What follows belongs to an exercise in optimizing a design on an open flow for small area, a short achievable clock period and few clock cycles; a production flow would make more cautious choices.
At most, simulation tests tie the RTL to the original design; equivalence was not proved.
Power is estimated from default activity; no workload was simulated.

==> flow/design.v <==
module cqsm_codec (
  input             clk,
  input             rst,           
  input             cmd_valid,
  output reg        cmd_ready,
  input      [1:0]  cmd_op,        
  input      [23:0] cmd_arg,
  input      [3:0]  cfg_kh,
  input      [3:0]  cfg_ks,
  input      [3:0]  cfg_kv,
  input      [8:0]  cfg_nh,
  input      [8:0]  cfg_ns,
  input      [8:0]  cfg_nv,
  input      [7:0]  cfg_gmin,
  input             pix_valid,
  output reg        pix_ready,
  input      [23:0] pix_hsv,
  output reg        res_valid,
  output reg [2:0]  res_err,
  output reg [8:0]  res_info,
  output reg [23:0] res_hsv,
  output reg [7:0]  res_sym,
  output reg [7:0]  res_mg
);
  localparam OP_CONFIG = 2'd0;
  localparam OP_ENC    = 2'd1;
  localparam OP_DEC    = 2'd2;
  localparam OP_CELL   = 2'd3;
  localparam E_OK    = 3'd0;
  localparam E_NOCFG = 3'd2;
  localparam E_QCFG  = 3'd5;
  localparam E_GUARD = 3'd6;
  localparam S_IDLE  = 4'd0;
  localparam S_EXEC  = 4'd1;
  localparam S_ACC   = 4'd2;
  localparam S_ALAST = 4'd3;
  localparam S_DIV   = 4'd4;
  localparam S_XD    = 4'd5;
  localparam S_DLOAD = 4'd6;
  localparam S_DDIV  = 4'd7;
  localparam S_DRES  = 4'd8;
  localparam S_MUL   = 4'd9;
  localparam S_ERES  = 4'd10;
  localparam S_SHIFT = 4'd11;
  localparam S_CST   = 4'd12;
  localparam S_CSTEP = 4'd13;
  localparam S_CEND  = 4'd14;
  localparam S_VERD  = 4'd15;
  reg [3:0]  state;
  reg [1:0]  opr;
  reg [23:0] p;                
  reg        pv;               
  reg        cfgv;
  reg [11:0] kc;               
  reg [38:0] np;               
  reg [15:0] n;
  reg [15:0] rem;
  reg [3:0]  cnt;
  reg [71:0] acc;              
  reg f_ini, f_eld, f_dld, f_stp, f_mul, f_dvm, f_dvl;
  reg [1:0]  ch;
  reg [4:0]  frac;
  reg        fa, fb, anyz;
  wire cmd_fire = cmd_valid && cmd_ready;
  wire pix_fire = pix_valid && pix_ready;
  wire [3:0] kh = kc[3:0];
  wire [3:0] ks = kc[7:4];
  wire [3:0] kv = kc[11:8];
  function [3:0] kmask;
    input [3:0] k;
    case (k[2:0])
      3'd0: kmask = 4'b0000;
      3'd1: kmask = 4'b0001;
      3'd2: kmask = 4'b0011;
      3'd3: kmask = 4'b0111;
      default: kmask = 4'b1111;
    endcase
  endfunction
  function [3:0] dec_c4;
    input [4:0] n5;
    reg   [5:0] m;
    begin
      m = n5[4] ? (6'd32 - {1'b0, n5}) : {1'b0, n5};
      dec_c4 = 4'd15 - m[4:1];
    end
  endfunction
  wire [7:0]  esym = p[7:0];
  wire [7:0]  e_sv = esym >> kv;
  wire [7:0]  e_sh = esym >> (kv + ks);
  wire [11:0] eidx = {esym[3:0] & kmask(kv), e_sv[3:0] & kmask(ks), e_sh[3:0] & kmask(kh)};
  wire [14:0] init_v = (opr == OP_CELL) ? p[15:1] : 15'd0;
  reg  [71:0] acc_nx;
  wire [11:0] didx;            
  wire [23:0] elvl;            
  wire [23:0] mean_nx;         
  genvar g;
  generate
    for (g = 0; g < 3; g = g + 1) begin : g_ch
      wire [15:0] R    = acc[24*g+8 +: 16];
      wire [7:0]  L    = acc[24*g +: 8];
      wire [12:0] npc  = np[13*g +: 13];
      wire [3:0]  kcc  = kc[4*g +: 4];
      wire        inb  = f_mul | L[7];
      wire [15:0] dvs  = f_dvm ? n : {3'd0, npc};
      wire [17:0] tr   = {1'b0, R, inb} - {2'd0, dvs};
      wire        cmt  = f_mul ? L[7] : ~tr[17];
      wire [7:0]  lnx  = {L[6:0], cmt};
      wire [15:0] rnx  = cmt ? tr[15:0] : {R[14:0], inb};
      wire [23:0] addv = acc[24*g +: 24] + {16'd0, p[8*g +: 8] & {8{pv}}};
      wire [3:0]  ei   = eidx[4*g +: 4];
      wire [3:0]  c4   = dec_c4(npc[4:0]);
      always @(*) begin
        if (f_ini)
          acc_nx[24*g +: 24] = {9'd0, init_v};
        else if (f_eld)
          acc_nx[24*g +: 24] = {16'hFFFF, ei, 1'b1, 3'b000};
        else if (f_dld)
          acc_nx[24*g +: 24] = {9'd0, L, c4, 3'd0};
        else if (f_dvl)
          acc_nx[24*g +: 24] = {9'd0, lnx, c4, 3'd0};
        else if (f_stp)
          acc_nx[24*g +: 24] = {rnx, lnx};
        else
          acc_nx[24*g +: 24] = addv;
      end
      assign mean_nx[8*g +: 8] = lnx;
      wire [3:0] mk   = kmask(kcc);
      assign didx[4*g +: 4] = (L[4] || (L[3:0] & ~mk) != 4'd0) ? mk : L[3:0];
      assign elvl[8*g +: 8] = ~R[12:5];
    end
  endgenerate
  wire [3:0] ksv = ks + kv;
  wire [7:0] dsym = ({4'd0, didx[3:0]} << ksv) | ({4'd0, didx[7:4]} << kv) | {4'd0, didx[11:8]};
  wire [3:0] cbits = kh + ks + kv;
  wire [8:0] nh0 = np[8:0];
  wire [8:0] ns0 = np[21:13];
  wire [8:0] nv0 = np[34:26];
  reg  [8:0] ck_info;
  reg        ck_bad;
  always @(*) begin
    ck_bad  = 1'b1;
    ck_info = 9'h000;
    if      (kh > 4'd4)                          ck_info = 9'h001;
    else if (ks > 4'd4)                          ck_info = 9'h011;
    else if (kv > 4'd4)                          ck_info = 9'h021;
    else if (cbits == 4'd0 || cbits > 4'd8)      ck_info = 9'h002;
    else if (nh0 > 9'd256)                       ck_info = 9'h003;
    else if (nh0 < (9'd1 << kh[2:0]))            ck_info = 9'h004;
    else if (ns0 > 9'd256)                       ck_info = 9'h013;
    else if (ns0 < (9'd1 << ks[2:0]))            ck_info = 9'h014;
    else if (nv0 > 9'd256)                       ck_info = 9'h023;
    else if (nv0 < (9'd1 << kv[2:0]))            ck_info = 9'h024;
    else                                         ck_bad  = 1'b0;
  end
  wire [3:0]  sk   = (ch == 2'd0) ? kh : (ch == 2'd1) ? ks : kv;
  wire [12:0] snp  = (ch == 2'd0) ? np[12:0] : (ch == 2'd1) ? np[25:13] : np[38:26];
  wire [7:0]  s_mb = snp[12:5];
  wire [7:0]  s_ma = snp[12:5] - {7'd0, ~snp[4]};
  wire [7:0]  geff = (res_sym == 8'd0) ? 8'd1 : res_sym;
  wire [7:0]  s_cm = anyz ? s_ma : s_mb;
  wire [3:0]  m4   = snp[3:0];
  wire [3:0]  km   = kmask(sk);
  wire [5:0]  s_sum = {1'b0, frac} + {1'b0, m4, 1'b0};
  wire        s_fail = s_sum[5] ? fb : fa;
  reg [3:0] state_nx;
  always @(*) begin
    state_nx = state;
    case (state)
      S_IDLE:  if (cmd_fire) state_nx = S_EXEC;
      S_EXEC:  begin
        if (opr == OP_CONFIG)      state_nx = ck_bad ? S_IDLE : S_SHIFT;
        else if (!cfgv)            state_nx = S_IDLE;
        else if (opr == OP_ENC)    state_nx = S_MUL;
        else if (opr == OP_DEC)    state_nx = S_XD;
        else                       state_nx = S_ACC;
      end
      S_ACC:   if (pix_fire && rem == 16'd1) state_nx = S_ALAST;
      S_ALAST: state_nx = S_DIV;
      S_DIV:   if (cnt == 4'd7) state_nx = S_DDIV;
      S_XD:    state_nx = S_DLOAD;
      S_DLOAD: state_nx = S_DDIV;
      S_DDIV:  if (cnt == 4'd4) state_nx = S_DRES;
      S_DRES:  state_nx = S_IDLE;
      S_MUL:   if (cnt == 4'd4) state_nx = S_ERES;
      S_ERES:  state_nx = S_IDLE;
      S_SHIFT: if (cnt == 4'd3) state_nx = S_CST;
      S_CST:   state_nx = (kmask(sk) == 4'd0) ? S_CEND : S_CSTEP;
      S_CSTEP: if (cnt == km) state_nx = S_CEND;
      S_CEND:  state_nx = (ch == 2'd2) ? S_VERD : S_CST;
      S_VERD:  state_nx = S_IDLE;
      default: state_nx = S_IDLE;
    endcase
  end
  always @(posedge clk) begin
    if (rst) begin
      state     <= S_IDLE;
      cmd_ready <= 1'b1;
      pix_ready <= 1'b0;
      pv        <= 1'b0;
      res_valid <= 1'b0;
      cfgv      <= 1'b0;
      f_ini <= 1'b0; f_eld <= 1'b0; f_dld <= 1'b0; f_stp <= 1'b0;
      f_mul <= 1'b0; f_dvm <= 1'b0; f_dvl <= 1'b0;
    end else begin
      state     <= state_nx;
      cmd_ready <= (state_nx == S_IDLE);
      pix_ready <= (state_nx == S_ACC);
      pv        <= pix_fire || (state == S_EXEC && opr == OP_DEC);
      res_valid <= (state_nx == S_IDLE) && (state != S_IDLE);
      f_ini <= cmd_fire && cmd_op[1];
      f_eld <= cmd_fire && (cmd_op == OP_ENC);
      f_dld <= (state_nx == S_DLOAD);
      f_stp <= (state_nx == S_DIV) || (state_nx == S_DDIV) || (state_nx == S_MUL);
      f_mul <= (state_nx == S_MUL);
      f_dvm <= (state_nx == S_DIV);
      f_dvl <= (state == S_DIV && cnt == 4'd6);
      if (state == S_EXEC && opr == OP_CONFIG)
        cfgv <= 1'b0;
      if (state == S_VERD && res_err == E_OK)
        cfgv <= 1'b1;
    end
  end
  integer c;
  always @(posedge clk) begin
    acc <= acc_nx;
    if (pix_ready)
      p <= pix_hsv;
    else if (cmd_ready)
      p <= cmd_arg;
    if (cmd_ready)
      opr <= cmd_op;
    if (cmd_fire && cmd_op == OP_CONFIG) begin
      kc      <= {cfg_kv, cfg_ks, cfg_kh};
      np      <= {4'd0, cfg_nv, 4'd0, cfg_ns, 4'd0, cfg_nh};
      res_sym <= cfg_gmin;
    end
    if (f_dvl)
      res_hsv <= mean_nx;
    case (state)
      S_EXEC: begin
        cnt      <= 4'd0;
        res_info <= 9'd0;
        res_err  <= E_OK;
        res_mg   <= 8'd255;
        if (opr == OP_CONFIG) begin
          if (ck_bad) begin
            res_err  <= E_QCFG;
            res_info <= ck_info;
          end
        end else if (!cfgv) begin
          res_err <= E_NOCFG;
        end
        n   <= p[15:0];
        rem <= p[15:0];
      end
      S_ACC: if (pix_fire) rem <= rem - 16'd1;
      S_DIV: cnt <= (cnt == 4'd7) ? 4'd0 : cnt + 4'd1;
      S_DLOAD: cnt <= 4'd0;
      S_DDIV: cnt <= cnt + 4'd1;
      S_DRES: res_sym <= dsym;
      S_MUL: cnt <= cnt + 4'd1;
      S_ERES: res_hsv <= elvl;
      S_SHIFT: begin
        for (c = 0; c < 3; c = c + 1)
          if ({1'b0, cnt[1:0]} + kc[4*c +: 3] < 3'd4)
            np[13*c +: 13] <= {np[13*c +: 12], 1'b0};
        cnt <= cnt + 4'd1;
        if (cnt == 4'd3)
          ch <= 2'd0;
      end
      S_CST: begin
        frac <= snp[4:0];
        fa   <= (s_ma < geff);
        fb   <= (s_mb < geff);
        anyz <= 1'b0;
        cnt  <= 4'd1;
      end
      S_CSTEP: begin
        frac <= s_sum[4:0];
        if (!s_sum[5]) anyz <= 1'b1;
        if (s_fail && res_err == E_OK) begin
          res_err  <= E_GUARD;
          res_info <= {1'b0, cnt, 2'b00, ch};
        end
        cnt <= cnt + 4'd1;
      end
      S_CEND: begin
        if (km != 4'd0 && s_cm < res_mg)
          res_mg <= s_cm;
        ch <= ch + 2'd1;
      end
      default: ;
    endcase
  end
endmodule
==> flow/config.mk <==
export PLATFORM = sky130hd
export DESIGN_NAME = cqsm_codec
export DESIGN_NICKNAME = cqsm_codec
export VERILOG_FILES = /design/flow/design.v
export SDC_FILE = /design/flow/constraint.sdc
export NUM_CORES = 4
export LEC_CHECK = 0
export CAP_MARGIN = 20
export CORE_MARGIN = 2
export CORE_UTILIZATION = 40
export SLEW_MARGIN = 20
==> flow/constraint.sdc <==
create_clock -name core_clock -period 13.5 [get_ports {clk}]
set_input_delay 2.7000 -clock core_clock [delete_from_list [all_inputs] [get_ports {clk}]]
set_output_delay 2.7000 -clock core_clock [all_outputs]
set_load 0.01 [all_outputs]
standard.sh (not shown) runs the stock make flow with config.mk's settings and CLKGATE_MAP_FILE= SYNTH_SCRIPT=/design/flow/synth_recipe.tcl, a recipe that flattens the netlist after the stock synthesis.
==> flow/flow/run.sh <==
#!/bin/bash
set -euo pipefail
bash standard.sh SETUP_SLACK_MARGIN=9.5 finish > make_finish.log 2>&1
Testbench counts at the start, summed over its fixed seeds: cycles 124,971.
==> next run, changes <==
--- a/flow/design.v
+++ b/flow/design.v
@@ -59,8 +59,10 @@
   reg [71:0] acc;              
   reg f_ini, f_eld, f_dld, f_stp, f_mul, f_dvm, f_dvl;
   reg [1:0]  ch;
   reg [4:0]  frac;
+  reg [3:0]  m4;
+  reg [3:0]  km;
   reg        fa, fb, anyz;
   wire cmd_fire = cmd_valid && cmd_ready;
   wire pix_fire = pix_valid && pix_ready;
   wire [3:0] kh = kc[3:0];
@@ -74,16 +76,8 @@
       3'd2: kmask = 4'b0011;
       3'd3: kmask = 4'b0111;
       default: kmask = 4'b1111;
     endcase
-  endfunction
-  function [3:0] dec_c4;
-    input [4:0] n5;
-    reg   [5:0] m;
-    begin
-      m = n5[4] ? (6'd32 - {1'b0, n5}) : {1'b0, n5};
-      dec_c4 = 4'd15 - m[4:1];
-    end
   endfunction
   wire [7:0]  esym = p[7:0];
   wire [7:0]  e_sv = esym >> kv;
   wire [7:0]  e_sh = esym >> (kv + ks);
@@ -105,28 +99,35 @@
       wire [17:0] tr   = {1'b0, R, inb} - {2'd0, dvs};
       wire        cmt  = f_mul ? L[7] : ~tr[17];
       wire [7:0]  lnx  = {L[6:0], cmt};
       wire [15:0] rnx  = cmt ? tr[15:0] : {R[14:0], inb};
-      wire [23:0] addv = acc[24*g +: 24] + {16'd0, p[8*g +: 8] & {8{pv}}};
+      wire [23:0] addv = acc[24*g +: 24] + {16'd0, p[8*g +: 8]};
       wire [3:0]  ei   = eidx[4*g +: 4];
-      wire [3:0]  c4   = dec_c4(npc[4:0]);
       always @(*) begin
         if (f_ini)
           acc_nx[24*g +: 24] = {9'd0, init_v};
         else if (f_eld)
           acc_nx[24*g +: 24] = {16'hFFFF, ei, 1'b1, 3'b000};
         else if (f_dld)
-          acc_nx[24*g +: 24] = {9'd0, L, c4, 3'd0};
+          acc_nx[24*g +: 24] = {9'd0, L, 4'hF, 3'd0};
         else if (f_dvl)
-          acc_nx[24*g +: 24] = {9'd0, lnx, c4, 3'd0};
+          acc_nx[24*g +: 24] = {9'd0, lnx, 4'hF, 3'd0};
         else if (f_stp)
           acc_nx[24*g +: 24] = {rnx, lnx};
+        else if (pv)
+          acc_nx[24*g +: 24] = addv;
         else
-          acc_nx[24*g +: 24] = addv;
+          acc_nx[24*g +: 24] = acc[24*g +: 24];
       end
       assign mean_nx[8*g +: 8] = lnx;
+      wire [4:0] n5   = npc[4:0];
+      wire       rsm  = (R[15:3] == 13'd0);
+      wire [4:0] lo   = {1'b0, R[2:0], 1'b0} + 5'd2;
+      wire [4:0] hi   = 5'd30 - {1'b0, R[2:0], 1'b0};
+      wire       dec  = rsm && (n5 >= lo) && (n5 <= hi);
+      wire [3:0] iraw = L[3:0] - {3'd0, dec};
       wire [3:0] mk   = kmask(kcc);
-      assign didx[4*g +: 4] = (L[4] || (L[3:0] & ~mk) != 4'd0) ? mk : L[3:0];
+      assign didx[4*g +: 4] = (L[4] || (iraw & ~mk) != 4'd0) ? mk : iraw;
       assign elvl[8*g +: 8] = ~R[12:5];
     end
   endgenerate
   wire [3:0] ksv = ks + kv;
@@ -157,10 +158,8 @@
   wire [7:0]  s_mb = snp[12:5];
   wire [7:0]  s_ma = snp[12:5] - {7'd0, ~snp[4]};
   wire [7:0]  geff = (res_sym == 8'd0) ? 8'd1 : res_sym;
   wire [7:0]  s_cm = anyz ? s_ma : s_mb;
-  wire [3:0]  m4   = snp[3:0];
-  wire [3:0]  km   = kmask(sk);
   wire [5:0]  s_sum = {1'b0, frac} + {1'b0, m4, 1'b0};
   wire        s_fail = s_sum[5] ? fb : fa;
   reg [3:0] state_nx;
   always @(*) begin
@@ -269,8 +268,10 @@
           ch <= 2'd0;
       end
       S_CST: begin
         frac <= snp[4:0];
+        m4   <= snp[3:0];
+        km   <= kmask(sk);
         fa   <= (s_ma < geff);
         fb   <= (s_mb < geff);
         anyz <= 1'b0;
         cnt  <= 4'd1;
Outcome: Power climbs by a quarter to a third; first-iteration DRC count came out higher by about a fifth; worst hold slack degrades by 0.0054 ns; final area goes up by a few percent; register-to-register slack got worse by 0.14 ns; clock-buffer cell count grows by 4; core utilization decreases by 1.1 points; clock skew is higher by 0.010 ns; clock power went down by a few percent.
Only the layout flow was run in the second run of this note; the RTL was not checked for function there.

-- port drivers added, routing unchanged --
How much do the figures lean on ideal ports? The routed layouts below were timed once more, with nothing changed but the port constraints. Step 1: set_driving_cell puts a clkbuf_16 on clk and a buf_2 on each other input, an assumption about the parent block. Step 2 adds t to the input delays and takes it off the output delays; t is the mean of the earliest and latest rising clock arrival at the registers after step 1. Input paths then give back, and output paths get back, about the clock's delay inside the block. Slacks: ideal ports / drivers / drivers and shift; pairs: ideal ports / drivers.
run | t, ns | slack for setup (ns) | worst setup path after step 2 | worst register clock-pin slew, ns | worst slew at a driven data input, ns
the first run | 0.607 | 9.527 / 9.469 / 9.060 | input to register | 0.07 / 0.07 | 0.04
the second run | 0.605 | 9.512 / 9.470 / 8.991 | input to register | 0.06 / 0.06 | 0.05
After both steps every run listed still meets setup and hold. The setup slack of the second run, which loses most, moves by -0.042 ns with the drivers and by -0.521 ns with both steps.
